This is an optimization exercise on Yosys and OpenROAD, whose aim is small area and a short achievable clock period, not a production implementation.
At most, simulation tests tie the RTL to the original design; equivalence was not proved.
Only the layout flow was run in runs 1, 2, 4 and 5; the RTL was not checked for function there.
Power figures rest on the tool's default switching activity, not on a simulated workload.

==> design.v <==
module lc2k_pipe (
    input  wire        clk,
    input  wire        rst,             
    output wire [15:0] imem_addr,
    input  wire [31:0] imem_rdata,
    output wire [15:0] dmem_addr,
    output wire [31:0] dmem_wdata,
    output wire        dmem_we,
    input  wire [31:0] dmem_rdata,
    input  wire [2:0]  dbg_sel,
    output wire [31:0] dbg_reg,
    output wire        halted,
    output wire        faulted,
    output wire [1:0]  fault_cause,
    output wire [31:0] fault_value,
    output wire [31:0] fault_instr,
    output wire [31:0] pc,
    output wire [31:0] cnt_cycles,
    output wire [31:0] cnt_fetched,
    output wire [31:0] cnt_retired,
    output wire [31:0] cnt_branches
);
    localparam [2:0] OP_ADD  = 3'd0,
                     OP_NAND = 3'd1,
                     OP_LW   = 3'd2,
                     OP_SW   = 3'd3,
                     OP_BEQ  = 3'd4,
                     OP_HALT = 3'd6,
                     OP_NOOP = 3'd7;
    function automatic [7:0] dec8(input [2:0] s);
        dec8 = 8'd1 << s;
    endfunction
    function automatic [31:0] rd8(input [255:0] r, input [7:0] oh);
        integer k;
        begin
            rd8 = 32'd0;
            for (k = 0; k < 8; k = k + 1)
                rd8 = rd8 | (r[k*32 +: 32] & {32{oh[k]}});
        end
    endfunction
    reg [17:0]  pc_r;
    reg [255:0] rf;
    reg [2:0]  ifid_op;
    reg [23:0] ifid_f;
    reg [2:0]  idex_op;
    reg [23:0] idex_f;
    reg [31:0] idex_rega, idex_regb;
    reg [2:0]  exmem_op;
    reg [23:0] exmem_f;
    reg [31:0] exmem_alu, exmem_readreg;
    reg        exmem_doob;              
    reg [2:0]  memwb_op;
    reg [21:0] memwb_f;
    reg [31:0] memwb_data;
    reg        memwb_bad;               
    reg [31:0] cycles_r, retired_r, branches_r;
    reg [1:0]  hold_r;                  
    reg        halted_r, faulted_r;
    reg [1:0]  fcause_r;
    wire        if_valid = (imem_rdata[31:25] == 7'd0);
    wire [2:0]  if_raw   = imem_rdata[24:22];
    wire [2:0]  if_op    = (if_valid && if_raw != 3'd5) ? if_raw : OP_NOOP;
    wire [17:0] if_target = pc_r + 18'd1 + {{2{imem_rdata[15]}}, imem_rdata[15:0]};
    wire [17:0] if_x     = (if_op == OP_BEQ) ? if_target : {2'b00, imem_rdata[15:0]};
    wire        fetch_oob = (pc_r[17:16] != 2'd0);
    wire [2:0]  id_a = ifid_f[23:21];
    wire [2:0]  id_b = ifid_f[20:18];
    wire [31:0] dec_rega = rd8(rf, dec8(id_a));
    wire [31:0] dec_regb = rd8(rf, dec8(id_b));
    wire        ex_mem  = (idex_op == OP_LW) || (idex_op == OP_SW);
    wire        ex_nand = (idex_op == OP_NAND);
    wire        ex_beq  = (idex_op == OP_BEQ);
    wire [31:0] ex_opb  = ex_mem ? {{16{idex_f[15]}}, idex_f[15:0]} : idex_rega;
    wire [31:0] ex_sum  = idex_regb + ex_opb;
    wire [31:0] ex_nandv = ~(idex_rega & idex_regb);
    wire        ex_eq   = (idex_rega == idex_regb);
    wire [31:0] ex_alu;
    assign ex_alu[31:1] = ex_nand ? ex_nandv[31:1] : ex_sum[31:1];
    assign ex_alu[0]    = ex_nand ? ex_nandv[0] : ex_beq ? ex_eq : ex_sum[0];
    wire        ex_doob = ex_mem && (ex_sum[31:16] != 16'd0);
    wire mem_lw  = (exmem_op == OP_LW);
    wire mem_sw  = (exmem_op == OP_SW);
    wire br_taken = (exmem_op == OP_BEQ) && exmem_alu[0];
    wire mem_bad = ((exmem_op == OP_ADD) || (exmem_op == OP_NAND)) &&
                   (exmem_f[15:3] != 13'd0);
    wire [31:0] mem_data = (mem_lw && !exmem_doob) ? dmem_rdata : exmem_alu;
    wire wb_alu  = (memwb_op == OP_ADD) || (memwb_op == OP_NAND);
    wire wb_lw   = (memwb_op == OP_LW);
    wire wb_halt = (memwb_op == OP_HALT);
    wire wb_retire = (memwb_op[2] == 1'b0) || (memwb_op == OP_BEQ);
    wire [2:0] wb_dest = wb_lw ? memwb_f[21:19] : memwb_f[2:0];
    wire wb_we   = wb_alu || wb_lw;
    wire running   = !halted_r && !faulted_r;
    wire halt_now  = running && wb_halt;
    wire any_fault = memwb_bad || exmem_doob || fetch_oob;
    wire commit    = running && !wb_halt && !any_fault;
    wire fault_now = running && !wb_halt && any_fault;
    wire memwb_en  = running && !wb_halt && !memwb_bad;
    wire halt_in_pipe = (ifid_op == OP_HALT) || (idex_op == OP_HALT) ||
                        (exmem_op == OP_HALT);
    wire [31:0] wbus = rst ? 32'd0 : memwb_data;
    genvar g;
    generate
        for (g = 0; g < 8; g = g + 1) begin : gen_rf
            wire en = rst || (commit && wb_we && wb_dest == g);
            always @(posedge clk)
                if (en) rf[g*32 +: 32] <= wbus;
        end
    endgenerate
    always @(posedge clk) begin
        ifid_op    <= rst ? OP_NOOP : if_op;
        ifid_f     <= {imem_rdata[21:16], if_x};
        idex_op    <= rst ? OP_NOOP : ifid_op;
        idex_f     <= ifid_f;
        idex_rega  <= dec_rega;
        idex_regb  <= dec_regb;
        exmem_op   <= rst ? OP_NOOP : idex_op;
        exmem_f    <= idex_f;
        exmem_alu  <= ex_alu;
        exmem_readreg <= idex_rega;
        exmem_doob <= !rst && ex_doob;
        if (rst) begin
            memwb_op  <= OP_NOOP;
            memwb_bad <= 1'b0;
        end else if (memwb_en) begin
            memwb_op   <= exmem_op;
            memwb_f    <= {exmem_f[23:18], exmem_f[15:0]};
            memwb_data <= mem_data;
            memwb_bad  <= mem_bad;
        end
        if (rst || commit) begin
            pc_r <= rst ? 18'd0 : br_taken ? exmem_f[17:0] : pc_r + 18'd1;
        end
        cycles_r   <= rst ? 32'd0 : cycles_r + {31'd0, commit};
        hold_r     <= rst ? 2'd0  : hold_r + {1'b0, commit && halt_in_pipe};
        retired_r  <= rst ? 32'd0 : retired_r + {31'd0, (commit && wb_retire) || halt_now};
        branches_r <= rst ? 32'd0 : branches_r + {31'd0, commit && br_taken};
        halted_r   <= !rst && (halted_r || halt_now);
        faulted_r  <= !rst && (faulted_r || fault_now);
        if (fault_now)
            fcause_r <= memwb_bad ? 2'd3 : exmem_doob ? 2'd2 : 2'd1;
    end
    assign imem_addr    = pc_r[15:0];
    assign dmem_addr    = exmem_alu[15:0];
    assign dmem_wdata   = exmem_readreg;
    assign dmem_we      = commit && mem_sw;
    assign dbg_reg      = rd8(rf, dec8(dbg_sel));
    assign halted       = halted_r;
    assign faulted      = faulted_r;
    assign fault_cause  = fcause_r;
    assign fault_value  = fcause_r[0] ? (fcause_r[1] ? {16'd0, memwb_f[15:0]}
                                                     : {{14{pc_r[17]}}, pc_r})
                                      : memwb_data;
    assign fault_instr  = (fcause_r == 2'd1) ? 32'd0 : {7'd0, memwb_op, memwb_f};
    assign pc           = {{14{pc_r[17]}}, pc_r};
    assign cnt_cycles   = cycles_r;
    assign cnt_fetched  = cycles_r - {30'd0, hold_r};
    assign cnt_retired  = retired_r;
    assign cnt_branches = branches_r;
endmodule
==> run.sh <==
#!/bin/bash
# synth_recipe.tcl (not shown) runs the flow's synth.tcl, then flattens the netlist and writes it again
# the make line also repeats each setting of config.mk as NAME=value (left out here)
make -C /OpenROAD-flow-scripts/flow DESIGN_CONFIG=/design/flow/config.mk WORK_HOME=/design/flow/orfs CLKGATE_MAP_FILE= SYNTH_SCRIPT=/design/flow/synth_recipe.tcl finish
==> config.mk <==
export PLATFORM = sky130hd
export DESIGN_NAME = lc2k_pipe
export DESIGN_NICKNAME = lc2k_pipe
export VERILOG_FILES = /design/flow/design.v
export SDC_FILE = /design/flow/constraint.sdc
export NUM_CORES = 4
export LEC_CHECK = 0
export CAP_MARGIN = 20
export CORE_MARGIN = 2
export CORE_UTILIZATION = 50
export PLACE_DENSITY = 0.65
export SETUP_SLACK_MARGIN = 1.0
export SLEW_MARGIN = 20
==> constraint.sdc <==
create_clock -name core_clock -period 4.5 [get_ports {clk}]
set_input_delay 0.9000 -clock core_clock [delete_from_list [all_inputs] [get_ports {clk}]]
set_output_delay 0.9000 -clock core_clock [all_outputs]
set_load 0.01 [all_outputs]
==> results by group, run 1 <==
Worst hold path
  – Worst min-delay path class: register to register

Placement
  – Pre-CTS worst setup slack: just under 0.4 ns
  – Post-DP HPWL: 68700 µm
  – Final RePlAce weighted congestion: ~0.96
  – Area post-placement: around 34000 µm²
  – PortBufs: 386

Route
  – Remaining routing DRC violations: 0
  – Final Routed Wirelength: roughly 110000 µm
  – Residual antenna-violating net count after detailed routing: 0
  – Average wire length per cell after detail routing: roughly 28 µm
  – Routed vias/inst: 6.40
  – Number of detailed-route iterations in the first pass: 7
  – Iter 0 DRT Violations: approximately 3100
  – Overall via count from detail_route: roughly 25000

Clock network
  – Max clock buf depth: 3
  – Clk slew on worst S/H paths: about 0.060 ns
  – H-Tree Level Count: 3
  – CTS tree: yes
  – Inserted Clock Buffers: about 70
  – Clock root buffer master: sky130_fd_sc_hd__clkbuf_16
  – Sinks on the clock net: approximately 640
  – # hold bufs at CTS: 0
  – Worst-Skew Late Latency: around 0.62 ns

GRT
  – First-pass GRT wire length: 155000 µm
  – GRT Resource Usage Total: about a third
  – Most utilized layer in the global route result: met2
  – Met2 GRT Util: 54.6%
  – Global-route congestion overflow total: 0
  – Number of global-route vias before repair: roughly 24000
  – Met3 routing resource usage after global routing: under 10%
  – GR Layer Usage met1: 43.2%
  – Pin count of the biggest net entering global routing: 79
  – Antenna violations before repair: 2

Synth
  – Top_reg_cell synth: sky130_fd_sc_hd__edfxtp_1
  – Post-synth EDFFs: 330
  – Mapped Cells: 2686
  – Count of synthesis-stage warnings from yosys: 1
  – Average instance area after synthesis: ~11 µm²
  – Part of the Yosys area used for sequential elements: between 50% and 60%
  – Number of distinct library cells after synthesis: around 80
  – Cell Area, Synth: 29400 µm²
  – Number of register bits inferred by synthesis: ~640
  – Fraction of synthesis flops using an asynchronous set or reset pin: 0%

Setup path
  – Highest-delay cell along the critical path: sky130_fd_sc_hd__dfxtp_2
  – Critical path's largest stage delay: ~0.32 ns
  – Delay-heaviest family, CP: simple AND/OR/NAND/NOR gates
  – Type of the worst setup path: register to primary output
  – Worst Path Arrival: 3.06 ns
  – Crit path cell chain: inv_2, ha_4, buf_4, buf_6, buf_6, inv_2, a211oi_4, nand3_2, or2_4, nand2b_4, or2_4, nor4_4, xor2_1, buf_2
  – Data required, critical path: 3.60 ns
  – Maximum fanout count along the critical path: 5
  – CP Capture Type: primary output
  – Worst path buffer plus inverter count: 6
  – Type of element launching the critical path: register

Layout
  – Highest-count cells in the layout ignoring fill and taps: 384 x sky130_fd_sc_hd__a22oi_1, 330 x sky130_fd_sc_hd__edfxtp_1, 326 x sky130_fd_sc_hd__clkdlybuf4s50_1
  – Count of inserted antenna diode cells: 0
  – Total non-filler cell area in the finished layout: about 38000 µm²
  – Most common cell after layout, fill and taps aside: sky130_fd_sc_hd__a22oi_1
  – Share of post-route cells with drive strength above 1: between 10% and 20%
  – Total number of nets in the final design: 3230
  – Layout overhead on the synthesized area: 28.1%

Floorplanning
  – Num ports: ~390
  – Height of the chip: around 250 µm
  – Effective utilization at floorplan: between 50% and 60%
  – Total core area: around 58000 µm²
  – Core Rows: 88
  – Die width: 246 µm
  – Die area: between 60000 and 70000 µm²

Timing
  – Achievable frequency: ~250 MHz
  – Clock Skews: between 0.03 and 0.04 ns
  – Slew Viols, Final: 0
  – Number of failing setup endpoints in the final timing report: 0
  – Max-Slew Margin vs Limit: roughly a quarter
  – Sum of negative setup slack: 0 ns
  – Share of the cycle needed by the critical path after routing: between 80% and 90%
  – Actual slew at the worst max-slew pin: around 1.1 ns
  – Unrepaired setup endpoints after global routing: true
  – Final Hold Fails: 0
  – Min Tclk post-route: ~4.0 ns
  – Post-route setup slack: ~0.54 ns

Power and ir drop
  – Power per cell area: approximately 540 nW/µm²
  – Leakage power figure: 14.5 nW
  – Maximum ir drop on the vdd rail: a little over 0.0004 V

Job
  – Max Cap Viol: 0

Status
  – Result of the run: timing/DRC/antenna clean
==> cells by family (layout without fill, tap and decap cells) <==
kind of cell    Yosys count  after routing  synth area share [%]
mux                      73             73                  2.63
flops                   644            644                  55.2
simple gates            817            817                  13.9
compound gates          642            642                  15.3
buf+inv                 252            679                  3.99
xor+xnor                161            161                  4.80
fa+ha+maj                96             96                  4.17
other cells               1              7                0.0128
==> where the power goes <==
part,switching (mW),internal (mW)
Sequential,0.950,7.45
Combinational,3.20,2.67
Clock,2.37,3.55
Total,6.52,13.7
==> area by class of cell <==
cell class | instances | area [µm²]
Clock buffer | 96 | 2090
Clock inverter | 29 | 303
Fill cell | 4483 | 20300
Inverter | 47 | 176
Multi-Input combinational cell | 1796 | 12800
Sequential cell | 644 | 16200
Tap cell | 765 | 957
Timing Repair Buffer | 507 | 5040
==> Yosys cell counts (4+ instances only) <==
master / n / share of area (%)
sky130_fd_sc_hd__nor4_1: 26 / 0.55
sky130_fd_sc_hd__and2_1: 30 / 0.64
sky130_fd_sc_hd__dfxtp_1: 314 / 21
sky130_fd_sc_hd__o31ai_1: 5 / 0.13
sky130_fd_sc_hd__buf_1: 7 / 0.090
sky130_fd_sc_hd__inv_1: 47 / 0.60
sky130_fd_sc_hd__a211oi_1: 11 / 0.28
sky130_fd_sc_hd__xor2_1: 106 / 3.2
sky130_fd_sc_hd__or4_1: 4 / 0.10
sky130_fd_sc_hd__mux2i_1: 41 / 1.4
sky130_fd_sc_hd__o21ai_0: 79 / 1.3
sky130_fd_sc_hd__a21oi_1: 84 / 1.4
sky130_fd_sc_hd__xnor2_1: 55 / 1.6
sky130_fd_sc_hd__and3_1: 18 / 0.38
sky130_fd_sc_hd__nor2_1: 201 / 2.6
sky130_fd_sc_hd__a211o_1: 4 / 0.12
sky130_fd_sc_hd__nand2b_1: 18 / 0.38
sky130_fd_sc_hd__o211ai_1: 4 / 0.10
sky130_fd_sc_hd__clkbuf_1: 138 / 1.8
sky130_fd_sc_hd__and3b_1: 7 / 0.21
sky130_fd_sc_hd__or3_1: 25 / 0.53
sky130_fd_sc_hd__a21o_1: 14 / 0.36
sky130_fd_sc_hd__and4_1: 6 / 0.18
sky130_fd_sc_hd__nor3b_1: 12 / 0.31
sky130_fd_sc_hd__nand4_1: 124 / 2.6
sky130_fd_sc_hd__mux2_2: 32 / 1.2
sky130_fd_sc_hd__a31oi_1: 6 / 0.13
sky130_fd_sc_hd__o22ai_1: 5 / 0.11
sky130_fd_sc_hd__nor2b_1: 32 / 0.68
sky130_fd_sc_hd__buf_4: 54 / 1.4
sky130_fd_sc_hd__or2_2: 13 / 0.28
sky130_fd_sc_hd__edfxtp_1: 330 / 34
sky130_fd_sc_hd__a31o_2: 6 / 0.18
sky130_fd_sc_hd__o21bai_1: 5 / 0.13
sky130_fd_sc_hd__nand2_1: 197 / 2.5
sky130_fd_sc_hd__a22oi_1: 385 / 9.8
sky130_fd_sc_hd__ha_1: 93 / 4.0
sky130_fd_sc_hd__nand3_1: 54 / 0.92
sky130_fd_sc_hd__nor3_1: 37 / 0.63
==> flip-flops by register name (all words and copies together) (netlist names), 3 cells and up <==
signal	flops
memwb_data	32
branches_r	32
retired_r	32
ifid_op	3
exmem_alu	32
exmem_op	3
idex_regb	32
pc_r	18
idex_f	24
idex_rega	32
exmem_f	24
idex_op	3
memwb_op	3
rf	256
exmem_readreg	32
memwb_f	22
cycles_r	32
ifid_f	24
==> worst register-to-register path, cell delays in order, from the launching register on <==
cell and delay, ns:
sky130_fd_sc_hd__dfxtp_4 0.36, sky130_fd_sc_hd__nand2b_4 0.17, sky130_fd_sc_hd__buf_12 0.15, sky130_fd_sc_hd__buf_16 0.14, sky130_fd_sc_hd__nand2_1 0.06, sky130_fd_sc_hd__nand2_1 0.06
sky130_fd_sc_hd__ha_2 0.29, sky130_fd_sc_hd__o211ai_1 0.15, sky130_fd_sc_hd__a21oi_4 0.07, sky130_fd_sc_hd__o41ai_4 0.41, sky130_fd_sc_hd__a31oi_2 0.18, sky130_fd_sc_hd__or3_4 0.36
sky130_fd_sc_hd__a22oi_2 0.14, sky130_fd_sc_hd__or4b_4 0.50, sky130_fd_sc_hd__nor4_4 0.13, sky130_fd_sc_hd__buf_4 0.14, sky130_fd_sc_hd__a41oi_1 0.12
==> final timing paths <==
kind / cells past startpoint / from / endpoint / slack (ns)
worst max-delay path: 14 / cycles_r[0]$_SDFF_PP0_ / cnt_fetched[29] / 0.54
worst min-delay path: 0 / idex_f[17]$_DFF_P_ / exmem_f[17]$_DFF_P_ / 0.33
worst max register to register: 16 / idex_op[2]$_SDFF_PP1_ / exmem_doob$_DFF_P_ / 0.92
worst min register to register: 0 / idex_f[17]$_DFF_P_ / exmem_f[17]$_DFF_P_ / 0.33
==> stage by stage <==
step | hold WS, ns | instances | total power [mW] | util, %
floorplan | 0.310 | 2692 | 11.3 | -
global placement | 0.311 | 3690 | 13.9 | 58.4
detailed placement | 0.312 | 3691 | 14.0 | 58.5
CTS | 0.326 | 3870 | 20.0 | 64.3
global route | 0.331 | 3884 | 21.0 | 64.9
finish | 0.326 | 3884 | 20.2 | 64.9
==> what timing repair did <==
| action | in CTS | in global routing |
|---|---|---|
| setup endpoints to repair | 85 | 63 |
| gates cloned | 9 | 0 |
| pin swaps | 39 | 26 |
| setup buffers | 45 | 14 |
| resized for setup | 239 | 62 |
==> metal layers <==
metal | part of all wire, % | routed length, µm
met1 | 37 | 40000
met2 | 46 | 48900
met3 | 10 | 11100
met4 | 6.9 | 7450
met5 | 0.012 | 13
==> run 2: changes to the inputs <==
--- a/config.mk
+++ b/config.mk
@@ -5,9 +5,10 @@
 export SDC_FILE = /design/flow/constraint.sdc
 export NUM_CORES = 4
 export LEC_CHECK = 0
+export ABC_CLOCK_PERIOD_IN_PS = 2800
 export CAP_MARGIN = 20
 export CORE_MARGIN = 2
 export CORE_UTILIZATION = 50
 export PLACE_DENSITY = 0.65
-export SETUP_SLACK_MARGIN = 1.0
+export SETUP_SLACK_MARGIN = 1.5
 export SLEW_MARGIN = 20
==> run 2 against run 1 <==
Final cell count grew 2.4%. Via count grew 2.4%. Synthesized cell count is the same. Clock power shrank 8.1%. Die area is the same. Clock skew shrank 0.0050 ns. Sequential share of layout area shrank 2.0 points. Total power grew 2.7%. Cell area grew 4.9%. Area after synthesis is the same. Critical endpoint is now cnt_fetched[30]. Largest power group unchanged.
==> results by group, run 2 <==
Route
  – Iter 0 DRT Violations: 3548 (was 3077)
  – Routed vias/inst: 6.40 (about the same)
  – Remaining routing DRC violations: 0 (unchanged)
  – Residual antenna-violating net count after detailed routing: 0 (unchanged)
  – Number of detailed-route iterations in the first pass: 6 (was 7)
  – Final Routed Wirelength: 109000 µm (was 108000 µm)
  – Average wire length per cell after detail routing: 27.4 µm (was 27.7 µm)
  – Overall via count from detail_route: 25500 (was 24900)

Layout
  – Layout overhead on the synthesized area: 34.4% (was 28.1%)
  – Most common cell after layout, fill and taps aside: sky130_fd_sc_hd__a22oi_1 (unchanged)
  – Share of post-route cells with drive strength above 1: 24.8% (was 14.4%)
  – Highest-count cells in the layout ignoring fill and taps: 339 x sky130_fd_sc_hd__a22oi_1, 330 x sky130_fd_sc_hd__edfxtp_1, 301 x sky130_fd_sc_hd__dfxtp_1 (was 384 x sky130_fd_sc_hd__a22oi_1, 330 x sky130_fd_sc_hd__edfxtp_1, 326 x sky130_fd_sc_hd__clkdlybuf4s50_1)
  – Number of flip-flops under the largest register name: 256 (unchanged)
  – Largest register by flop count: rf (unchanged)
  – Total number of nets in the final design: 3326 (was 3230)
  – Layout Utilization: 68.1% (was 64.9%)

Power and ir drop
  – Clock share of power: 26.3% (was 29.3%)
  – Leakage power figure: 15.5 nW (was 14.5 nW)
  – Power per cell area: 526 nW/µm² (was 537 nW/µm²)
  – Maximum ir drop on the vdd rail: 0.000377 V (was 0.000413 V)
  – Switching portion of total power: 33.8% (was 32.3%)
  – Int Pwr: 13.7 mW (about the same)
  – Part of the power in registers: 40.6% (was 41.6%)
  – Switching Power: 7.01 mW (was 6.52 mW)
  – Combinational Power Share: 33.1% (was 29.1%)

Floorplanning
  – Num ports: 394 (unchanged)
  – Height of the chip: 246 µm (unchanged)
  – Die area: 60700 µm² (unchanged)
  – Die width: 246 µm (unchanged)
  – Effective utilization at floorplan: 50.7% (unchanged)
  – Total core area: 57900 µm² (unchanged)
  – Core Rows: 88 (unchanged)

Clock network
  – # hold bufs at CTS: 0 (unchanged)
  – Sinks on the clock net: 644 (unchanged)
  – Clk slew on worst S/H paths: 0.06 ns (about the same)
  – Worst-Skew Late Latency: 0.62 ns (about the same)
  – H-Tree Level Count: 3 (unchanged)
  – Inserted Clock Buffers: 67 (was 69)
  – CTS tree: yes (unchanged)
  – Clock root buffer master: sky130_fd_sc_hd__clkbuf_16 (unchanged)
  – Max clock buf depth: 3 (unchanged)

Synth
  – Top_reg_cell synth: sky130_fd_sc_hd__edfxtp_1 (unchanged)
  – Share of the synthesized area in the top cell type: 33.8% (unchanged)
  – Ranking of synthesized cells by area: sky130_fd_sc_hd__edfxtp_1 34%, sky130_fd_sc_hd__dfxtp_1 21%, sky130_fd_sc_hd__a22oi_1 9.8% (unchanged)
  – Cell Area, Synth: 29400 µm² (unchanged)
  – Number of distinct library cells after synthesis: 78 (unchanged)
  – Average instance area after synthesis: 10.9 µm² (unchanged)
  – Mapped Cells: 2686 (unchanged)
  – Fraction of synthesis flops using an asynchronous set or reset pin: 0% (unchanged)
  – Post-synth EDFFs: 330 (unchanged)
  – Top cell type by total area after synthesis: sky130_fd_sc_hd__edfxtp_1 (unchanged)
  – Part of the Yosys area used for sequential elements: 55.2% (unchanged)
  – Most frequent cells after synthesis: 385 x sky130_fd_sc_hd__a22oi_1, 330 x sky130_fd_sc_hd__edfxtp_1, 314 x sky130_fd_sc_hd__dfxtp_1 (unchanged)
  – Count of synthesis-stage warnings from yosys: 1 (unchanged)
  – Most frequent cell after synthesis: sky130_fd_sc_hd__a22oi_1 (unchanged)
  – Number of register bits inferred by synthesis: 644 (unchanged)

Worst hold path
  – Worst hold path startpoint: idex_f[22]$_DFF_P_ (was idex_f[17]$_DFF_P_)
  – Number of stages on the worst hold path: 0 (unchanged)
  – End point of the worst hold path: exmem_f[22]$_DFF_P_ (was exmem_f[17]$_DFF_P_)
  – Worst min-delay path class: register to register (unchanged)

Timing
  – Post-route setup slack: 0.530 ns (was 0.543 ns)
  – Sum of negative setup slack: 0 ns (unchanged)
  – Achievable frequency: 252 MHz (was 253 MHz)
  – Number of failing setup endpoints in the final timing report: 0 (unchanged)
  – Actual slew at the worst max-slew pin: 1.12 ns (was 1.14 ns)
  – Unrepaired setup endpoints after global routing: true (unchanged)
  – Clock Skews: 0.0252 ns (was 0.0301 ns)
  – Min Tclk post-route: 3.97 ns (was 3.96 ns)
  – Share of the cycle needed by the critical path after routing: 88.2% (was 87.9%)
  – Slew Viols, Final: 0 (unchanged)
  – Max-Slew Margin vs Limit: 25.3% (was 24.3%)
  – Final Hold Fails: 0 (unchanged)

Job
  – Max Cap Viol: 0 (unchanged)

Setup path
  – Type of the worst setup path: register to primary output (unchanged)
  – Maximum fanout count along the critical path: 5 (unchanged)
  – Data required, critical path: 3.60 ns (about the same)
  – Worst Path Arrival: 3.07 ns (was 3.06 ns)
  – Critical R2R Capture: exmem_doob$_DFF_P_ (unchanged)
  – R2R cell count: 16 (unchanged)
  – CP Capture Type: primary output (unchanged)
  – Type of element launching the critical path: register (unchanged)
  – Crit Reg-Reg Startpoint: idex_op[1]$_SDFF_PP1_ (was idex_op[2]$_SDFF_PP1_)
  – R2R setup slack: 1.09 ns (was 0.92 ns)

GRT
  – Pin count of the biggest net entering global routing: 83 (was 79)
  – First-pass GRT wire length: 153000 µm (was 155000 µm)
  – Global-route congestion overflow total: 0 (unchanged)
  – Number of global-route vias before repair: 24000 (was 24200)
  – GRT Resource Usage Total: 33.9% (was 34.4%)
  – Antenna violations before repair: 1 (was 2)

Placement
  – Post-DP HPWL: 67500 µm (was 68700 µm)
  – Final RePlAce weighted congestion: 0.914 (was 0.962)
  – Pre-CTS worst setup slack: 0.465 ns (was 0.390 ns)
  – PortBufs: 386 (unchanged)

Status
  – Result of the run: timing/DRC/antenna clean (unchanged)
-- run 2: final cells by class --
class                   instances  area, µm²
fillers                      4288      18500
repair buffers                601       5710
diodes                          1       2.50
well taps                     765        957
inverters                      47        176
clock buffers                  87       1890
multi-input cells            1800      14200
flip-flops and latches        644      16200
clock inverters                34        272
-- run 2: kinds of logic (layout without fill, tap and decap cells) --
kind of cell / Yosys count / in the layout / synth area share, %
XOR/XNOR: 161 / 161 / 4.80
flip-flops: 644 / 644 / 55.2
multiplexers: 73 / 73 / 2.63
buffers and inverters: 252 / 769 / 3.99
other: 1 / 8 / 0.0128
adder cells (fa/ha/maj): 96 / 96 / 4.17
AO/OA/AOI/OAI: 642 / 642 / 15.3
AND/OR/NAND/NOR: 817 / 821 / 13.9
-- run 2: worst max path at each step --
stage	from	end	slack [ns]	depth (start not counted)
5_1_grt	cycles_r[0]$_SDFF_PP0_	cnt_fetched[30]	0.36	13
2_1_floorplan	cycles_r[0]$_SDFF_PP0_	cnt_fetched[30]	1.15	12
4_1_cts	cycles_r[0]$_SDFF_PP0_	cnt_fetched[30]	0.57	13
3_5_place_dp	hold_r[0]$_SDFF_PP0_	cnt_fetched[28]	0.47	11
6_report	cycles_r[0]$_SDFF_PP0_	cnt_fetched[30]	0.53	13
3_3_place_gp	hold_r[0]$_SDFF_PP0_	cnt_fetched[26]	0.54	11
-- run 2: layer usage --
layer	part of all wire, %	global-route usage (%)	wire [µm]	up-vias
met2	46	53.2	50100	1810
met3	10	6.66	11100	379
met5	0	0	0	-
li1	-	-	-	11000
met1	37	43.4	40700	12300
met4	6.6	20.4	7210	0
-- run 2: what timing repair did --
action,4_1_cts,5_1_grt
endpoints found under the setup margin,235,250
gates cloned,12,6
buffers inserted,86,68
pin swaps,76,137
resized for setup,562,321
-- run 2: power groups by stage --
stage / Clock, mW / Sequential, mW / Combinational (mW)
after floorplan: 0 / 8.10 / 3.23
after global placement: 0 / 8.45 / 5.45
after CTS: 5.50 / 8.34 / 6.03
after detailed placement: 0 / 8.47 / 5.51
after global routing: 5.74 / 8.49 / 7.26
final: 5.44 / 8.42 / 6.87
-- run 2: critical path, stage by stage, from the launching register on --
cell,delay (ns)
sky130_fd_sc_hd__dfxtp_2,0.32
sky130_fd_sc_hd__inv_2,0.06
sky130_fd_sc_hd__ha_4,0.12
sky130_fd_sc_hd__fa_2,0.21
sky130_fd_sc_hd__nand2b_1,0.10
sky130_fd_sc_hd__or3_4,0.36
sky130_fd_sc_hd__nor4_4,0.16
sky130_fd_sc_hd__nand2b_1,0.12
sky130_fd_sc_hd__or2_4,0.30
sky130_fd_sc_hd__nor3b_4,0.22
sky130_fd_sc_hd__buf_6,0.14
sky130_fd_sc_hd__nand2_2,0.06
sky130_fd_sc_hd__xnor2_2,0.14
sky130_fd_sc_hd__buf_2,0.14
-- run 2: metrics by stage --
stage / total power [mW] / cell area [µm²] / hold WS (ns) / std cells
final: 20.7 / 39500 / 0.326 / 3979
after global routing: 21.5 / 39500 / 0.334 / 3978
after CTS: 19.9 / 37500 / 0.327 / 3904
after detailed placement: 14.0 / 34000 / 0.312 / 3685
after global placement: 13.9 / 34000 / 0.311 / 3685
after floorplan: 11.3 / 29700 / 0.310 / 2692
==> run 3: changes to the inputs <==
--- a/design.v
+++ b/design.v
@@ -27,17 +27,6 @@
                      OP_BEQ  = 3'd4,
                      OP_HALT = 3'd6,
                      OP_NOOP = 3'd7;
-    function automatic [7:0] dec8(input [2:0] s);
-        dec8 = 8'd1 << s;
-    endfunction
-    function automatic [31:0] rd8(input [255:0] r, input [7:0] oh);
-        integer k;
-        begin
-            rd8 = 32'd0;
-            for (k = 0; k < 8; k = k + 1)
-                rd8 = rd8 | (r[k*32 +: 32] & {32{oh[k]}});
-        end
-    endfunction
     reg [17:0]  pc_r;
     reg [255:0] rf;
     reg [2:0]  ifid_op;
@@ -65,8 +54,8 @@
     wire        fetch_oob = (pc_r[17:16] != 2'd0);
     wire [2:0]  id_a = ifid_f[23:21];
     wire [2:0]  id_b = ifid_f[20:18];
-    wire [31:0] dec_rega = rd8(rf, dec8(id_a));
-    wire [31:0] dec_regb = rd8(rf, dec8(id_b));
+    wire [31:0] dec_rega = rf[id_a*32 +: 32];
+    wire [31:0] dec_regb = rf[id_b*32 +: 32];
     wire        ex_mem  = (idex_op == OP_LW) || (idex_op == OP_SW);
     wire        ex_nand = (idex_op == OP_NAND);
     wire        ex_beq  = (idex_op == OP_BEQ);
@@ -144,7 +133,7 @@
     assign dmem_addr    = exmem_alu[15:0];
     assign dmem_wdata   = exmem_readreg;
     assign dmem_we      = commit && mem_sw;
-    assign dbg_reg      = rd8(rf, dec8(dbg_sel));
+    assign dbg_reg      = rf[dbg_sel*32 +: 32];
     assign halted       = halted_r;
     assign faulted      = faulted_r;
     assign fault_cause  = fcause_r;
==> config.mk (replaced) <==
export PLATFORM = sky130hd
export DESIGN_NAME = lc2k_pipe
export DESIGN_NICKNAME = lc2k_pipe
export VERILOG_FILES = /design/flow/design.v
export SDC_FILE = /design/flow/constraint.sdc
export NUM_CORES = 4
export LEC_CHECK = 0
export CAP_MARGIN = 20
export CORE_MARGIN = 2
export CORE_UTILIZATION = 40
export PLACE_DENSITY = 0.6
export SLEW_MARGIN = 20
==> run 3 against run 2 <==
Still clean. Die area is 31% higher. Worst setup slack worse by 0.44 ns. Fmax is 10% lower. Routed wire length is 17% lower. Hold slack hardly changed. Final cell count is 2.8% lower.
==> results by group, run 3 <==
Synth
  – Share of the synthesized area in the top cell type: 32.2% (was 33.8%)
  – Top_reg_cell synth: sky130_fd_sc_hd__edfxtp_1 (unchanged)
  – Top cell type by total area after synthesis: sky130_fd_sc_hd__edfxtp_1 (unchanged)
  – Ranking of synthesized cells by area: sky130_fd_sc_hd__edfxtp_1 32%, sky130_fd_sc_hd__dfxtp_1 20%, sky130_fd_sc_hd__mux4_2 14% (was sky130_fd_sc_hd__edfxtp_1 34%, sky130_fd_sc_hd__dfxtp_1 21%, sky130_fd_sc_hd__a22oi_1 9.8%)
  – Most frequent cell after synthesis: sky130_fd_sc_hd__edfxtp_1 (was sky130_fd_sc_hd__a22oi_1)
  – Most frequent cells after synthesis: 330 x sky130_fd_sc_hd__edfxtp_1, 314 x sky130_fd_sc_hd__dfxtp_1, 213 x sky130_fd_sc_hd__nand2_1 (was 385 x sky130_fd_sc_hd__a22oi_1, 330 x sky130_fd_sc_hd__edfxtp_1, 314 x sky130_fd_sc_hd__dfxtp_1)
  – Number of distinct library cells after synthesis: 72 (was 78)
  – Mapped Cells: 2423 (was 2686)
  – Post-synth EDFFs: 330 (unchanged)
  – Average instance area after synthesis: 12.7 µm² (was 10.9 µm²)
  – Cell Area, Synth: 30800 µm² (was 29400 µm²)
  – Part of the Yosys area used for sequential elements: 52.6% (was 55.2%)
  – Number of register bits inferred by synthesis: 644 (unchanged)
  – Fraction of synthesis flops using an asynchronous set or reset pin: 0% (unchanged)
  – Count of synthesis-stage warnings from yosys: 1 (unchanged)

Power and ir drop
  – Switching Power: 6.34 mW (was 7.01 mW)
  – Leakage power figure: 14.6 nW (was 15.5 nW)
  – Clock share of power: 28.8% (was 26.3%)
  – Part of the power in registers: 41.3% (was 40.6%)
  – Power per cell area: 530 nW/µm² (was 526 nW/µm²)
  – Switching portion of total power: 31.4% (was 33.8%)
  – Post-layout power: 20.2 mW (was 20.7 mW)
  – Combinational Power Share: 29.9% (was 33.1%)
  – Int Pwr: 13.9 mW (was 13.7 mW)
  – Maximum ir drop on the vdd rail: 0.000304 V (was 0.000377 V)

Worst hold path
  – Number of stages on the worst hold path: 0 (unchanged)
  – Worst hold path startpoint: idex_f[23]$_DFF_P_ (was idex_f[22]$_DFF_P_)
  – Worst min-delay path class: register to register (unchanged)
  – End point of the worst hold path: exmem_f[23]$_DFF_P_ (was exmem_f[22]$_DFF_P_)

Layout
  – Share of post-route cells with drive strength above 1: 19.6% (was 24.8%)
  – Footprint of the flip-flops and latches: 16200 µm² (about the same)
  – Footprint of the multi-input gates: 13700 µm² (was 14200 µm²)
  – Most common cell after layout, fill and taps aside: sky130_fd_sc_hd__clkdlybuf4s50_1 (was sky130_fd_sc_hd__a22oi_1)
  – Number of flip-flops under the largest register name: 256 (unchanged)
  – Layout Utilization: 50.1% (was 68.1%)
  – Largest register by flop count: rf (unchanged)
  – Filler cell count in the final layout: 6542 (was 4288)
  – Total number of nets in the final design: 2940 (was 3326)
  – Highest-count cells in the layout ignoring fill and taps: 369 x sky130_fd_sc_hd__clkdlybuf4s50_1, 330 x sky130_fd_sc_hd__edfxtp_1, 307 x sky130_fd_sc_hd__dfxtp_1 (was 339 x sky130_fd_sc_hd__a22oi_1, 330 x sky130_fd_sc_hd__edfxtp_1, 301 x sky130_fd_sc_hd__dfxtp_1)
  – Layout overhead on the synthesized area: 23.9% (was 34.4%)

Setup path
  – Worst Path Arrival: 3.51 ns (was 3.07 ns)
  – Critical R2R Capture: exmem_doob$_DFF_P_ (unchanged)
  – Type of the worst setup path: register to primary output (unchanged)
  – Crit Reg-Reg Startpoint: idex_op[1]$_SDFF_PP1_ (unchanged)
  – R2R setup slack: 0.33 ns (was 1.09 ns)
  – Maximum fanout count along the critical path: 3 (was 5)
  – Data required, critical path: 3.60 ns (about the same)
  – R2R cell count: 16 (unchanged)
  – CP Capture Type: primary output (unchanged)
  – Type of element launching the critical path: register (unchanged)

Clock network
  – Sinks on the clock net: 644 (unchanged)
  – H-Tree Level Count: 3 (unchanged)
  – Clock root buffer master: sky130_fd_sc_hd__clkbuf_16 (unchanged)
  – Max clock buf depth: 3 (unchanged)
  – Worst-Skew Late Latency: 0.62 ns (about the same)
  – Clk slew on worst S/H paths: 0.07 ns (was 0.06 ns)
  – Inserted Clock Buffers: 70 (was 67)
  – CTS tree: yes (unchanged)

Timing
  – Achievable frequency: 227 MHz (was 252 MHz)
  – Max-Slew Margin vs Limit: 26.1% (was 25.3%)
  – Final Hold Fails: 0 (unchanged)
  – Actual slew at the worst max-slew pin: 1.11 ns (was 1.12 ns)
  – Min Tclk post-route: 4.41 ns (was 3.97 ns)
  – Unrepaired setup endpoints after global routing: true (unchanged)
  – Post-route setup slack: 0.0896 ns (was 0.530 ns)
  – Sum of negative setup slack: 0 ns (unchanged)
  – Share of the cycle needed by the critical path after routing: 98.0% (was 88.2%)
  – Number of failing setup endpoints in the final timing report: 0 (unchanged)
  – Minimum hold slack: 0.325 ns (was 0.326 ns)
  – Slew Viols, Final: 0 (unchanged)
  – Clock Skews: 0.0226 ns (was 0.0252 ns)

GRT
  – Global-route congestion overflow total: 0 (unchanged)
  – Pin count of the biggest net entering global routing: 94 (was 83)
  – GRT Resource Usage Total: 22.5% (was 33.9%)
  – First-pass GRT wire length: 132000 µm (was 153000 µm)
  – Antenna violations before repair: 8 (was 1)
  – Number of global-route vias before repair: 20800 (was 24000)

Route
  – Residual antenna-violating net count after detailed routing: 0 (unchanged)
  – Overall via count from detail_route: 21000 (was 25500)
  – Iter 0 DRT Violations: 1514 (was 3548)
  – Average wire length per cell after detail routing: 23.4 µm (was 27.4 µm)
  – Number of detailed-route iterations in the first pass: 5 (was 6)
  – Remaining routing DRC violations: 0 (unchanged)
  – Final Routed Wirelength: 90500 µm (was 109000 µm)
  – Routed vias/inst: 5.43 (was 6.40)

Placement
  – Post-DP HPWL: 64300 µm (was 67500 µm)
  – Final RePlAce weighted congestion: 0.877 (was 0.914)
  – PortBufs: 386 (unchanged)
  – Pre-CTS worst setup slack: 0.214 ns (was 0.465 ns)

Floorplanning
  – Core Rows: 101 (was 88)
  – Total core area: 76100 µm² (was 57900 µm²)
  – Num ports: 394 (unchanged)
  – Die width: 281 µm (was 246 µm)
  – Height of the chip: 281 µm (was 246 µm)
  – Effective utilization at floorplan: 40.5% (was 50.7%)
  – Die area: 79200 µm² (was 60700 µm²)

Job
  – Max Cap Viol: 0 (unchanged)

Status
  – Result of the run: timing/DRC/antenna clean (unchanged)
[run 3: cell types whose count changed after synthesis, sizes merged, moves of 11 or more]
cell	previous run	this run
a22oi	385	1
nand4	124	19
o21ai	81	96
clkbuf	141	97
mux4	0	192
nand2	197	214
nor3b	13	2
buf	64	85
mux2	32	130
nor3	37	24
a21oi	84	70
xor2	106	92
[run 3: critical path, stage by stage (launching register included)]
cell and delay [ns]:
sky130_fd_sc_hd__dfxtp_4 0.34, sky130_fd_sc_hd__or4_4 0.54, sky130_fd_sc_hd__nor4b_4 0.28, sky130_fd_sc_hd__nand2_1 0.11, sky130_fd_sc_hd__or3_4 0.34, sky130_fd_sc_hd__or2_4 0.25, sky130_fd_sc_hd__nor4_4 0.16, sky130_fd_sc_hd__nand2_2 0.13
sky130_fd_sc_hd__nor4_4 0.18, sky130_fd_sc_hd__buf_4 0.16, sky130_fd_sc_hd__buf_6 0.08, sky130_fd_sc_hd__nand2_2 0.04, sky130_fd_sc_hd__xnor2_1 0.12, sky130_fd_sc_hd__buf_2 0.15
[run 3: per-stage QoR]
stage	instance area [µm²]	std cells
2_1_floorplan	30800	2429
3_3_place_gp	35500	3714
3_5_place_dp	35600	3714
4_1_cts	38000	3860
5_1_grt	38100	3866
6_report	38100	3867
[run 3: cell families (layout without fill, tap and decap cells)]
logic type	count (synthesis)	after routing	synth area share (%)
AOI/OAI and AO/OA	243	243	4.67
xor gates and xnor gates	155	155	4.41
adders and majority gates	96	96	3.98
buffers and inverters	225	629	3.44
DFF	644	644	52.6
muxes	364	364	20.2
other	1	11	0.0122
and+or+nand+nor	695	695	10.7
[run 3: metal layers]
metal  global-route usage, %  vias to the layer above  part of all wire (%)
li1                        -                     9622                     -
met1                    29.2                    10500                    41
met2                    37.7                      750                    48
met3                    4.33                      129                   7.5
met4                    7.56                        4                   2.5
met5                       0                        -                 0.031
[run 3: cell type report]
| type | instances | share of cell area (%) |
|---|---|---|
| Tap cell | 1030 | 3.38 |
| Sequential cell | 644 | 42.5 |
| Timing Repair Buffer | 456 | 11.6 |
| Antenna cell | 4 | 0.0263 |
| Clock buffer | 86 | 4.89 |
| Multi-Input combinational cell | 1560 | 35.9 |
| Inverter | 43 | 0.423 |
| Clock inverter | 44 | 1.25 |
[run 3: how the worst max path moves through the flow]
stage                      startpoint                     to  slack [ns]  depth (start not counted)
2_1_floorplan  pc_r[17]$_SDFFCE_PP0P_      rf[128]$_DFFE_PP_       -0.58                          4
3_3_place_gp            imem_rdata[1]  ifid_f[17]$_SDFF_PP0_        0.29                         12
3_5_place_dp    idex_op[1]$_SDFF_PP1_     exmem_doob$_DFF_P_        0.21                         16
4_1_cts        cycles_r[6]$_SDFF_PP0_        cnt_fetched[31]       -0.08                         13
5_1_grt        cycles_r[6]$_SDFF_PP0_        cnt_fetched[31]       -0.07                         13
6_report       cycles_r[6]$_SDFF_PP0_        cnt_fetched[31]        0.09                         13
[run 3: timing repair]
action | CTS | global route
gates resized for setup | 30 | 14
endpoints found under the setup margin | 12 | 10
buffers inserted | 16 | 2
hold buffers | 0 | 0
pin swaps | 4 | 3
[run 3: power by group through the flow]
stage                     sequential [mW]  clock (mW)  combinational [mW]
final                                8.34        5.82                6.05
after detailed placement             8.46           0                5.99
after CTS                            8.34        5.95                6.05
after global placement               8.40           0                5.95
after global routing                 8.44        6.18                6.54
after floorplan                      8.07           0                3.66
==> run 4: changes to the inputs <==
--- a/design.v
+++ b/design.v
@@ -27,6 +27,17 @@
                      OP_BEQ  = 3'd4,
                      OP_HALT = 3'd6,
                      OP_NOOP = 3'd7;
+    function automatic [7:0] dec8(input [2:0] s);
+        dec8 = 8'd1 << s;
+    endfunction
+    function automatic [31:0] rd8(input [255:0] r, input [7:0] oh);
+        integer k;
+        begin
+            rd8 = 32'd0;
+            for (k = 0; k < 8; k = k + 1)
+                rd8 = rd8 | (r[k*32 +: 32] & {32{oh[k]}});
+        end
+    endfunction
     reg [17:0]  pc_r;
     reg [255:0] rf;
     reg [2:0]  ifid_op;
@@ -43,7 +54,7 @@
     reg [31:0] memwb_data;
     reg        memwb_bad;               
     reg [31:0] cycles_r, retired_r, branches_r;
-    reg [1:0]  hold_r;                  
+    reg [31:0] fetched_r;
     reg        halted_r, faulted_r;
     reg [1:0]  fcause_r;
     wire        if_valid = (imem_rdata[31:25] == 7'd0);
@@ -54,8 +65,8 @@
     wire        fetch_oob = (pc_r[17:16] != 2'd0);
     wire [2:0]  id_a = ifid_f[23:21];
     wire [2:0]  id_b = ifid_f[20:18];
-    wire [31:0] dec_rega = rf[id_a*32 +: 32];
-    wire [31:0] dec_regb = rf[id_b*32 +: 32];
+    wire [31:0] dec_rega = rd8(rf, dec8(id_a));
+    wire [31:0] dec_regb = rd8(rf, dec8(id_b));
     wire        ex_mem  = (idex_op == OP_LW) || (idex_op == OP_SW);
     wire        ex_nand = (idex_op == OP_NAND);
     wire        ex_beq  = (idex_op == OP_BEQ);
@@ -87,6 +98,7 @@
     wire memwb_en  = running && !wb_halt && !memwb_bad;
     wire halt_in_pipe = (ifid_op == OP_HALT) || (idex_op == OP_HALT) ||
                         (exmem_op == OP_HALT);
+    wire [31:0] cycles_next = rst ? 32'd0 : cycles_r + {31'd0, commit};
     wire [31:0] wbus = rst ? 32'd0 : memwb_data;
     genvar g;
     generate
@@ -120,8 +132,9 @@
         if (rst || commit) begin
             pc_r <= rst ? 18'd0 : br_taken ? exmem_f[17:0] : pc_r + 18'd1;
         end
-        cycles_r   <= rst ? 32'd0 : cycles_r + {31'd0, commit};
-        hold_r     <= rst ? 2'd0  : hold_r + {1'b0, commit && halt_in_pipe};
+        cycles_r   <= cycles_next;
+        if (rst || (commit && !halt_in_pipe))
+            fetched_r <= cycles_next;
         retired_r  <= rst ? 32'd0 : retired_r + {31'd0, (commit && wb_retire) || halt_now};
         branches_r <= rst ? 32'd0 : branches_r + {31'd0, commit && br_taken};
         halted_r   <= !rst && (halted_r || halt_now);
@@ -133,7 +146,7 @@
     assign dmem_addr    = exmem_alu[15:0];
     assign dmem_wdata   = exmem_readreg;
     assign dmem_we      = commit && mem_sw;
-    assign dbg_reg      = rf[dbg_sel*32 +: 32];
+    assign dbg_reg      = rd8(rf, dec8(dbg_sel));
     assign halted       = halted_r;
     assign faulted      = faulted_r;
     assign fault_cause  = fcause_r;
@@ -143,7 +156,7 @@
     assign fault_instr  = (fcause_r == 2'd1) ? 32'd0 : {7'd0, memwb_op, memwb_f};
     assign pc           = {{14{pc_r[17]}}, pc_r};
     assign cnt_cycles   = cycles_r;
-    assign cnt_fetched  = cycles_r - {30'd0, hold_r};
+    assign cnt_fetched  = fetched_r;
     assign cnt_retired  = retired_r;
     assign cnt_branches = branches_r;
 endmodule
--- a/config.mk
+++ b/config.mk
@@ -5,8 +5,10 @@
 export SDC_FILE = /design/flow/constraint.sdc
 export NUM_CORES = 4
 export LEC_CHECK = 0
+export ABC_CLOCK_PERIOD_IN_PS = 3000
 export CAP_MARGIN = 20
 export CORE_MARGIN = 2
-export CORE_UTILIZATION = 40
+export CORE_UTILIZATION = 45
 export PLACE_DENSITY = 0.6
+export SETUP_SLACK_MARGIN = 1.6
 export SLEW_MARGIN = 20
==> run 4 against run 3 <==
Register-to-register slack better by 0.47 ns. Combinational power is 21% higher. Still clean. Critical path depth is 3 higher. Sequential power is 6.7% higher. Count of clock-buffer cells in the layout is 12 higher.
==> results by group, run 4 <==
Status
  – Result of the run: timing/DRC/antenna clean (unchanged)

Placement
  – Post-DP HPWL: 68600 µm (was 64300 µm)
  – PortBufs: 386 (unchanged)
  – Final RePlAce weighted congestion: 0.939 (was 0.877)
  – Pre-CTS worst setup slack: 0.446 ns (was 0.214 ns)
  – Area post-placement: 34400 µm² (was 35600 µm²)

Timing
  – Minimum hold slack: 0.326 ns (was 0.325 ns)
  – Unrepaired setup endpoints after global routing: true (unchanged)
  – Min Tclk post-route: 3.70 ns (was 4.41 ns)
  – Clock Skews: 0.0275 ns (was 0.0226 ns)
  – Slew Viols, Final: 0 (unchanged)
  – Number of failing setup endpoints in the final timing report: 0 (unchanged)
  – Achievable frequency: 270 MHz (was 227 MHz)
  – Sum of negative setup slack: 0 ns (unchanged)
  – Share of the cycle needed by the critical path after routing: 82.3% (was 98.0%)
  – Max-Slew Margin vs Limit: 25.3% (was 26.1%)
  – Actual slew at the worst max-slew pin: 1.12 ns (was 1.11 ns)
  – Final Hold Fails: 0 (unchanged)
  – Post-route setup slack: 0.796 ns (was 0.0896 ns)

GRT
  – Global-route congestion overflow total: 0 (unchanged)
  – Number of global-route vias before repair: 24600 (was 20800)
  – Antenna violations before repair: 6 (was 8)
  – First-pass GRT wire length: 161000 µm (was 132000 µm)
  – GRT Resource Usage Total: 32.3% (was 22.5%)
  – Pin count of the biggest net entering global routing: 71 (was 94)

Setup path
  – R2R setup slack: 0.80 ns (was 0.33 ns)
  – Highest-delay cell along the critical path: sky130_fd_sc_hd__or4b_4 (was sky130_fd_sc_hd__or4_4)
  – Critical path's largest stage delay: 0.51 ns (was 0.54 ns)
  – Worst Path Arrival: 4.18 ns (was 3.51 ns)
  – Type of the worst setup path: register to register (was register to primary output)
  – Maximum fanout count along the critical path: 7 (was 3)
  – Worst path buffer plus inverter count: 2 (was 3)
  – Type of element launching the critical path: register (unchanged)
  – Data required, critical path: 4.97 ns (was 3.60 ns)
  – Delay-heaviest family, CP: simple AND/OR/NAND/NOR gates (unchanged)
  – Crit path cell chain: inv_4, nor2_4, buf_6, nand2_1, nand2_2, ha_2, nand4_1, o21ai_1, a31oi_1, o21ai_4, and4bb_2, or4b_4, o211ai_1, nand4b_1, nor4_4, a41oi_2 (was or4_4, nor4b_4, nand2_1, or3_4, or2_4, nor4_4, nand2_2, nor4_4, buf_4, buf_6, nand2_2, xnor2_1, buf_2)
  – CP Capture Type: register (was primary output)

Route
  – Routed vias/inst: 6.21 (was 5.43)
  – Overall via count from detail_route: 25400 (was 21000)
  – Number of detailed-route iterations in the first pass: 7 (was 5)
  – Final Routed Wirelength: 114000 µm (was 90500 µm)
  – Average wire length per cell after detail routing: 27.9 µm (was 23.4 µm)
  – Iter 0 DRT Violations: 3520 (was 1514)
  – Residual antenna-violating net count after detailed routing: 0 (unchanged)
  – Remaining routing DRC violations: 0 (unchanged)

Synth
  – Most frequent cell after synthesis: sky130_fd_sc_hd__a22oi_1 (was sky130_fd_sc_hd__edfxtp_1)
  – Count of synthesis-stage warnings from yosys: 1 (unchanged)
  – Top cell type by total area after synthesis: sky130_fd_sc_hd__edfxtp_1 (unchanged)
  – Ranking of synthesized cells by area: sky130_fd_sc_hd__edfxtp_1 37%, sky130_fd_sc_hd__dfxtp_1 21%, sky130_fd_sc_hd__a22oi_1 9.8% (was sky130_fd_sc_hd__edfxtp_1 32%, sky130_fd_sc_hd__dfxtp_1 20%, sky130_fd_sc_hd__mux4_2 14%)
  – Most frequent cells after synthesis: 384 x sky130_fd_sc_hd__a22oi_1, 362 x sky130_fd_sc_hd__edfxtp_1, 312 x sky130_fd_sc_hd__dfxtp_1 (was 330 x sky130_fd_sc_hd__edfxtp_1, 314 x sky130_fd_sc_hd__dfxtp_1, 213 x sky130_fd_sc_hd__nand2_1)
  – Fraction of synthesis flops using an asynchronous set or reset pin: 0% (unchanged)
  – Part of the Yosys area used for sequential elements: 58.1% (was 52.6%)
  – Cell Area, Synth: 29400 µm² (was 30800 µm²)
  – Post-synth EDFFs: 362 (was 330)
  – Number of distinct library cells after synthesis: 67 (was 72)
  – Number of register bits inferred by synthesis: 674 (was 644)
  – Share of the synthesized area in the top cell type: 36.9% (was 32.2%)
  – Average instance area after synthesis: 11.4 µm² (was 12.7 µm²)
  – Top_reg_cell synth: sky130_fd_sc_hd__edfxtp_1 (unchanged)
  – Mapped Cells: 2586 (was 2423)

Layout
  – Largest register by flop count: rf (unchanged)
  – Layout overhead on the synthesized area: 40.7% (was 23.9%)
  – Most common cell after layout, fill and taps aside: sky130_fd_sc_hd__edfxtp_1 (was sky130_fd_sc_hd__clkdlybuf4s50_1)
  – Highest-count cells in the layout ignoring fill and taps: 362 x sky130_fd_sc_hd__edfxtp_1, 313 x sky130_fd_sc_hd__a22oi_1, 306 x sky130_fd_sc_hd__dfxtp_1 (was 369 x sky130_fd_sc_hd__clkdlybuf4s50_1, 330 x sky130_fd_sc_hd__edfxtp_1, 307 x sky130_fd_sc_hd__dfxtp_1)
  – Total number of nets in the final design: 3339 (was 2940)
  – Total non-filler cell area in the finished layout: 41400 µm² (was 38100 µm²)
  – Number of flip-flops under the largest register name: 256 (unchanged)
  – Share of post-route cells with drive strength above 1: 28.7% (was 19.6%)

Power and ir drop
  – Leakage power figure: 15.8 nW (was 14.6 nW)
  – Post-layout power: 22.5 mW (was 20.2 mW)
  – Power per cell area: 542 nW/µm² (was 530 nW/µm²)
  – Maximum ir drop on the vdd rail: 0.000493 V (was 0.000304 V)

Job
  – Max Cap Viol: 0 (unchanged)

Clock network
  – Max clock buf depth: 3 (unchanged)
  – CTS tree: yes (unchanged)
  – Clock root buffer master: sky130_fd_sc_hd__clkbuf_16 (unchanged)
  – Inserted Clock Buffers: 74 (was 70)
  – H-Tree Level Count: 3 (unchanged)
  – Worst-Skew Late Latency: 0.63 ns (was 0.62 ns)
  – # hold bufs at CTS: 0 (unchanged)
  – Clk slew on worst S/H paths: 0.06 ns (was 0.07 ns)
  – Sinks on the clock net: 674 (was 644)

Floorplanning
  – Num ports: 394 (unchanged)
  – Core Rows: 93 (was 101)
  – Die width: 260 µm (was 281 µm)
  – Total core area: 64600 µm² (was 76100 µm²)
  – Die area: 67500 µm² (was 79200 µm²)
  – Effective utilization at floorplan: 45.6% (was 40.5%)
  – Height of the chip: 260 µm (was 281 µm)

Worst hold path
  – Worst min-delay path class: register to register (unchanged)
run 4: changes by cell type after synthesis, moves of 11 or more:
cell | previous run | this run
sky130_fd_sc_hd__a22oi_1 | 1 | 384
sky130_fd_sc_hd__mux4_2 | 192 | 0
sky130_fd_sc_hd__nand4_1 | 19 | 122
sky130_fd_sc_hd__mux2_2 | 130 | 34
sky130_fd_sc_hd__nand2_1 | 213 | 176
sky130_fd_sc_hd__edfxtp_1 | 330 | 362
sky130_fd_sc_hd__clkbuf_1 | 97 | 124
sky130_fd_sc_hd__buf_1 | 28 | 6
sky130_fd_sc_hd__xor2_1 | 92 | 78
sky130_fd_sc_hd__o21ai_0 | 96 | 83
sky130_fd_sc_hd__xnor2_1 | 63 | 50
sky130_fd_sc_hd__nand3_1 | 57 | 46
sky130_fd_sc_hd__nor3b_1 | 2 | 13
run 4: final cells by class:
class | instances | area, µm²
timing repair buffer | 694 | 7100
tap | 855 | 1070
inverter | 42 | 168
fill | 4946 | 23200
antenna | 1 | 2.50
clock inverter | 40 | 387
multi-input combinational | 1692 | 13400
sequential | 674 | 17100
clock buffer | 98 | 2130
run 4: worst register-to-register path, cell delays in order (launching register included):
cell                       delay, ns
sky130_fd_sc_hd__dfxtp_4        0.37
sky130_fd_sc_hd__inv_4          0.04
sky130_fd_sc_hd__nor2_4         0.26
sky130_fd_sc_hd__buf_6          0.17
sky130_fd_sc_hd__nand2_1        0.13
sky130_fd_sc_hd__nand2_2        0.11
sky130_fd_sc_hd__ha_2           0.30
sky130_fd_sc_hd__nand4_1        0.18
sky130_fd_sc_hd__o21ai_1        0.11
sky130_fd_sc_hd__a31oi_1        0.26
sky130_fd_sc_hd__o21ai_4        0.13
sky130_fd_sc_hd__and4bb_2       0.28
sky130_fd_sc_hd__or4b_4         0.51
sky130_fd_sc_hd__o211ai_1       0.13
sky130_fd_sc_hd__nand4b_1       0.22
sky130_fd_sc_hd__nor4_4         0.23
sky130_fd_sc_hd__a41oi_2        0.14
run 4: cell families (layout without fill, tap and decap cells):
group | after synthesis | count (layout) | synth area share (%)
other | 1 | 8 | 0.0127
AO/OA/AOI/OAI | 637 | 637 | 15.0
multiplexers | 76 | 76 | 2.73
flip-flops | 674 | 674 | 58.1
AND/OR/NAND/NOR | 749 | 752 | 12.6
adder cells (fa/ha/maj) | 92 | 92 | 3.96
buffers and inverters | 229 | 874 | 3.66
XOR/XNOR | 128 | 128 | 3.81
run 4: repair_timing:
item | 4_1_cts | 5_1_grt
gates resized for setup | 585 | 353
cloned | 18 | 7
endpoints found under the setup margin | 212 | 216
pin swaps | 104 | 138
hold endpoints to repair | 0 | 0
buffers inserted | 140 | 98
run 4: metrics by stage:
| stage | utilization (%) | cells |
|---|---|---|
| floorplan | - | 2592 |
| finish | 64.1 | 4096 |
| detailed placement | 53.2 | 3693 |
| CTS | 60.7 | 3989 |
| global route | 64.1 | 4095 |
| global placement | 53.2 | 3693 |
run 4: path summary, 6_finish.rpt:
path,cells after the start,startpoint,end
setup / recovery,16,idex_op[1]$_SDFF_PP1_,exmem_doob$_DFF_P_
hold / removal,0,idex_f[19]$_DFF_P_,exmem_f[19]$_DFF_P_
setup reg to reg,16,idex_op[1]$_SDFF_PP1_,exmem_doob$_DFF_P_
hold reg to reg,0,idex_f[19]$_DFF_P_,exmem_f[19]$_DFF_P_
run 4: metal layers:
layer  vias up  global-route usage, %  part of all wire, %
li1      10900                      -                    -
met1     12300                   40.9                   38
met2      1768                   51.5                   46
met5         -                      0               0.0096
met4         2                   17.8                  6.4
met3       447                   6.97                   10
run 4: report_power, final:
part | internal (mW) | switching [mW] | total, mW
logic | 3.60 | 3.75 | 7.35
registers | 7.88 | 1.03 | 8.90
clock network | 3.65 | 2.55 | 6.20
total | 15.1 | 7.32 | 22.5
==> run 5: changes to the inputs <==
==> flow/run.sh (new file) <==
#!/bin/bash
# Layout flow: the standard ORFS flow, with every port buffered by the
# smallest buffer (sky130_fd_sc_hd__buf_1) instead of ORFS's default choice.
# The resizer may still upsize these buffers where timing needs it.
set -euo pipefail
export BUFFER_PORTS_ARGS="-buffer_cell sky130_fd_sc_hd__buf_1"
bash standard.sh finish > standard_flow.log 2>&1
==> standard.sh (new file) <==
#!/bin/bash
# synth_recipe.tcl (not shown) runs the flow's synth.tcl, then flattens the netlist and writes it again
# the make line also repeats each setting of config.mk as NAME=value (left out here)
make -C /OpenROAD-flow-scripts/flow DESIGN_CONFIG=/design/flow/config.mk WORK_HOME=/design/flow/orfs CLKGATE_MAP_FILE= SYNTH_SCRIPT=/design/flow/synth_recipe.tcl "${@:-finish}"
--- a/config.mk
+++ b/config.mk
@@ -5,7 +5,6 @@
 export SDC_FILE = /design/flow/constraint.sdc
 export NUM_CORES = 4
 export LEC_CHECK = 0
-export ABC_CLOCK_PERIOD_IN_PS = 3000
 export CAP_MARGIN = 20
 export CORE_MARGIN = 2
 export CORE_UTILIZATION = 45
removed: run.sh
==> run 5 against run 4 <==
Hold slack got worse by 0.0050 ns. Largest cell class unchanged. Worst setup slack better by 0.16 ns. First-iteration DRC count shrank 11%. Area after synthesis is the same. Still clean on timing, DRC and antenna.
==> results by group, run 5 <==
Status
  – Result of the run: timing/DRC/antenna clean (unchanged)

Layout
  – Number of flip-flops under the largest register name: 256 (unchanged)
  – Layout overhead on the synthesized area: 28.2% (was 40.7%)
  – Layout Utilization: 58.5% (was 64.1%)
  – Largest register by flop count: rf (unchanged)
  – Footprint of the flip-flops and latches: 17100 µm² (unchanged)
  – Total number of nets in the final design: 3234 (was 3339)
  – Count of inserted antenna diode cells: 0 (was 1)

Power and ir drop
  – Maximum ir drop on the vdd rail: 0.000323 V (was 0.000493 V)
  – Int Pwr: 13.7 mW (was 15.1 mW)
  – Power per cell area: 547 nW/µm² (was 542 nW/µm²)
  – Switching portion of total power: 33.9% (was 32.6%)
  – Leakage power figure: 14.1 nW (was 15.8 nW)
  – Switching Power: 6.99 mW (was 7.32 mW)
  – Combinational Power Share: 28.7% (was 32.7%)
  – Post-layout power: 20.7 mW (was 22.5 mW)
  – Clock share of power: 28.2% (was 27.6%)

Synth
  – Average instance area after synthesis: 11.4 µm² (unchanged)
  – Share of synthesized area spent on multiplexers: 2.73% (unchanged)
  – Number of register bits inferred by synthesis: 674 (unchanged)
  – Xor/xnor cell area share of the yosys netlist: 3.81% (unchanged)
  – Part of the Yosys area used for sequential elements: 58.1% (unchanged)
  – Post-Synth Simple-Gate Area: 12.6% (unchanged)
  – Share of the synthesized area in the top cell type: 36.9% (unchanged)
  – Adder-Cell Fraction of Synth Area: 3.96% (unchanged)
  – Compound-cell area share of the yosys netlist: 15.0% (unchanged)
  – Cell Area, Synth: 29400 µm² (unchanged)
  – Post-synth EDFFs: 362 (unchanged)
  – Ranking of synthesized cells by area: sky130_fd_sc_hd__edfxtp_1 37%, sky130_fd_sc_hd__dfxtp_1 21%, sky130_fd_sc_hd__a22oi_1 9.8% (unchanged)

Setup path
  – Worst setup path startpoint: idex_op[1]$_SDFF_PP1_ (unchanged)
  – R2R cell count: 17 (was 16)
  – Type of element launching the critical path: register (unchanged)
  – Data required, critical path: 4.98 ns (was 4.97 ns)
  – Crit path cell chain: buf_12, nand2b_4, nand2_1, nand2_1, ha_2, inv_2, fa_2, nand2b_4, a21oi_4, o21ai_4, o21ai_4, a31oi_4, o2111ai_1, nand3_1, or4_4, nor4_4, a41oi_2 (was inv_4, nor2_4, buf_6, nand2_1, nand2_2, ha_2, nand4_1, o21ai_1, a31oi_1, o21ai_4, and4bb_2, or4b_4, o211ai_1, nand4b_1, nor4_4, a41oi_2)
  – Delay-heaviest family, CP: simple AND/OR/NAND/NOR gates (unchanged)
  – Critical R2R Capture: exmem_doob$_DFF_P_ (unchanged)
  – CP Capture Point: exmem_doob$_DFF_P_ (unchanged)
  – Crit Reg-Reg Startpoint: idex_op[1]$_SDFF_PP1_ (unchanged)
  – R2R setup slack: 0.95 ns (was 0.80 ns)
  – Maximum fanout count along the critical path: 6 (was 7)
  – Worst Path Arrival: 4.02 ns (was 4.18 ns)
  – Critical path's largest stage delay: 0.52 ns (was 0.51 ns)

Route
  – Remaining routing DRC violations: 0 (unchanged)
  – Routed vias/inst: 6.16 (was 6.21)
  – Number of detailed-route iterations in the first pass: 7 (unchanged)
  – Iter 0 DRT Violations: 3140 (was 3520)

Timing
  – Min Tclk post-route: 3.55 ns (was 3.70 ns)
  – Max-Slew Margin vs Limit: 24.2% (was 25.3%)
  – Number of failing setup endpoints in the final timing report: 0 (unchanged)
  – Slew Viols, Final: 0 (unchanged)
  – Share of the cycle needed by the critical path after routing: 78.8% (was 82.3%)
  – Sum of negative setup slack: 0 ns (unchanged)

GRT
  – GR Layer Usage met1: 39.1% (was 40.9%)
  – Antenna violations before repair: 4 (was 6)
  – Number of global-route vias before repair: 24300 (was 24600)
  – GRT Resource Usage Total: 31.2% (was 32.3%)
  – Met3 routing resource usage after global routing: 6.84% (was 6.97%)
  – Most utilized layer in the global route result: met2 (unchanged)
  – First-pass GRT wire length: 156000 µm (was 161000 µm)
  – Global-route congestion overflow total: 0 (unchanged)
  – Met2 GRT Util: 50.4% (was 51.5%)
  – Pin count of the biggest net entering global routing: 93 (was 71)

Clock network
  – H-Tree Level Count: 3 (unchanged)
  – Worst-Skew Late Latency: 0.62 ns (was 0.63 ns)

Floorplanning
  – Die width: 260 µm (unchanged)
  – Num ports: 394 (unchanged)
  – Height of the chip: 260 µm (unchanged)
  – Die area: 67500 µm² (unchanged)

Worst hold path
  – Worst min-delay path class: register to register (unchanged)

Placement
  – Post-DP HPWL: 66900 µm (was 68600 µm)
  – Final RePlAce weighted congestion: 0.912 (was 0.939)
[run 5: cells by family (layout without fill, tap and decap cells)]
group / after synthesis / after routing
DFF: 674 / 674
and+or+nand+nor: 749 / 753
buffers and inverters: 229 / 766
xor gates and xnor gates: 128 / 128
AOI/OAI and AO/OA: 637 / 637
muxes: 76 / 76
other: 1 / 7
adders and majority gates: 92 / 92
[run 5: final cells by class]
cell class / instances / share of cell area [%]
sequential: 674 / 45.4
multi-input combinational: 1693 / 35.0
timing repair buffer: 590 / 10.2
clock buffer: 98 / 5.41
tap: 855 / 2.83
clock inverter: 36 / 0.752
inverter: 42 / 0.438
[run 5: what timing repair did]
item | in CTS | in global routing
setup endpoints to repair | 185 | 140
pin swaps | 152 | 72
resized for setup | 344 | 163
endpoints found under the hold margin | 0 | 0
buffers inserted | 107 | 38
cloned | 18 | 2
[run 5: worst min path at each step]
stage                     slack (ns)                  start  cells after the start                  end
after global placement          0.31  ifid_f[16]$_SDFF_PP0_                      0   idex_f[16]$_DFF_P_
after detailed placement        0.31     idex_f[18]$_DFF_P_                      0  exmem_f[18]$_DFF_P_
after floorplan                 0.31     idex_f[16]$_DFF_P_                      0  exmem_f[16]$_DFF_P_
final                           0.32      ifid_f[4]$_DFF_P_                      0    idex_f[4]$_DFF_P_
after CTS                       0.32     idex_f[18]$_DFF_P_                      0  exmem_f[18]$_DFF_P_
after global routing            0.33      ifid_f[4]$_DFF_P_                      0    idex_f[4]$_DFF_P_
[run 5: per-layer routing]
| layer | wire length [µm] | vias to the layer above | part of all wire, % |
|---|---|---|---|
| li1 | - | 10700 | - |
| met2 | 51400 | 1632 | 47 |
| met4 | 6210 | 6 | 5.7 |
| met5 | 23 | - | 0.021 |
| met3 | 10600 | 358 | 9.6 |
| met1 | 41400 | 11900 | 38 |
[run 5: power by group through the flow]
stage	sequential (mW)	clock, mW	combinational, mW
after CTS	8.85	5.90	5.56
after floorplan	8.61	0	3.18
final	8.90	5.82	5.94
after global placement	8.90	0	4.70
after global routing	8.98	6.14	6.38
after detailed placement	8.92	0	4.74
[run 5: stage by stage]
step | instance area (µm²) | instances | hold slack, ns | setup slack [ns]
2_1_floorplan | 29900 | 2592 | 0.310 | 1.09
3_3_place_gp | 31800 | 3689 | 0.313 | 0.653
3_5_place_dp | 31800 | 3689 | 0.312 | 0.565
4_1_cts | 36800 | 3948 | 0.316 | 1.04
5_1_grt | 37800 | 3988 | 0.328 | 0.813
6_report | 37800 | 3988 | 0.321 | 0.954

==> port drivers added, routing unchanged <==
No port has a modelled driver above. Below, the same layouts with a new extraction and two added sets of constraints.
Step 1, drivers: a clkbuf_16 drives clk and a buf_2 each remaining input, both assumed.
Step 2 also shifts input and output timing later by t, the mid clock arrival at the registers, as if the neighbouring blocks saw the same clock.
Slacks: no drivers / after step 1 / after step 2; pairs: no drivers / after step 1.
run	t, ns	setup WS [ns]	hold slack, ns	slew at the worst register clock pin (ns)
run 1	0.667	0.543 / 0.482 / 0.635	0.326 / 0.326 / 0.326	0.07 / 0.07
run 2	0.667	0.530 / 0.468 / 0.829	0.326 / 0.326 / 0.326	0.07 / 0.07
run 3	0.671	0.090 / 0.030 / 0.211	0.325 / 0.325 / 0.325	0.07 / 0.07
run 4	0.681	0.796 / 0.796 / 0.796	0.326 / 0.326 / 0.326	0.06 / 0.06
run 5	0.678	0.954 / 0.954 / 0.954	0.321 / 0.321 / 0.321	0.07 / 0.07
After both steps setup and hold are still met in every run listed.
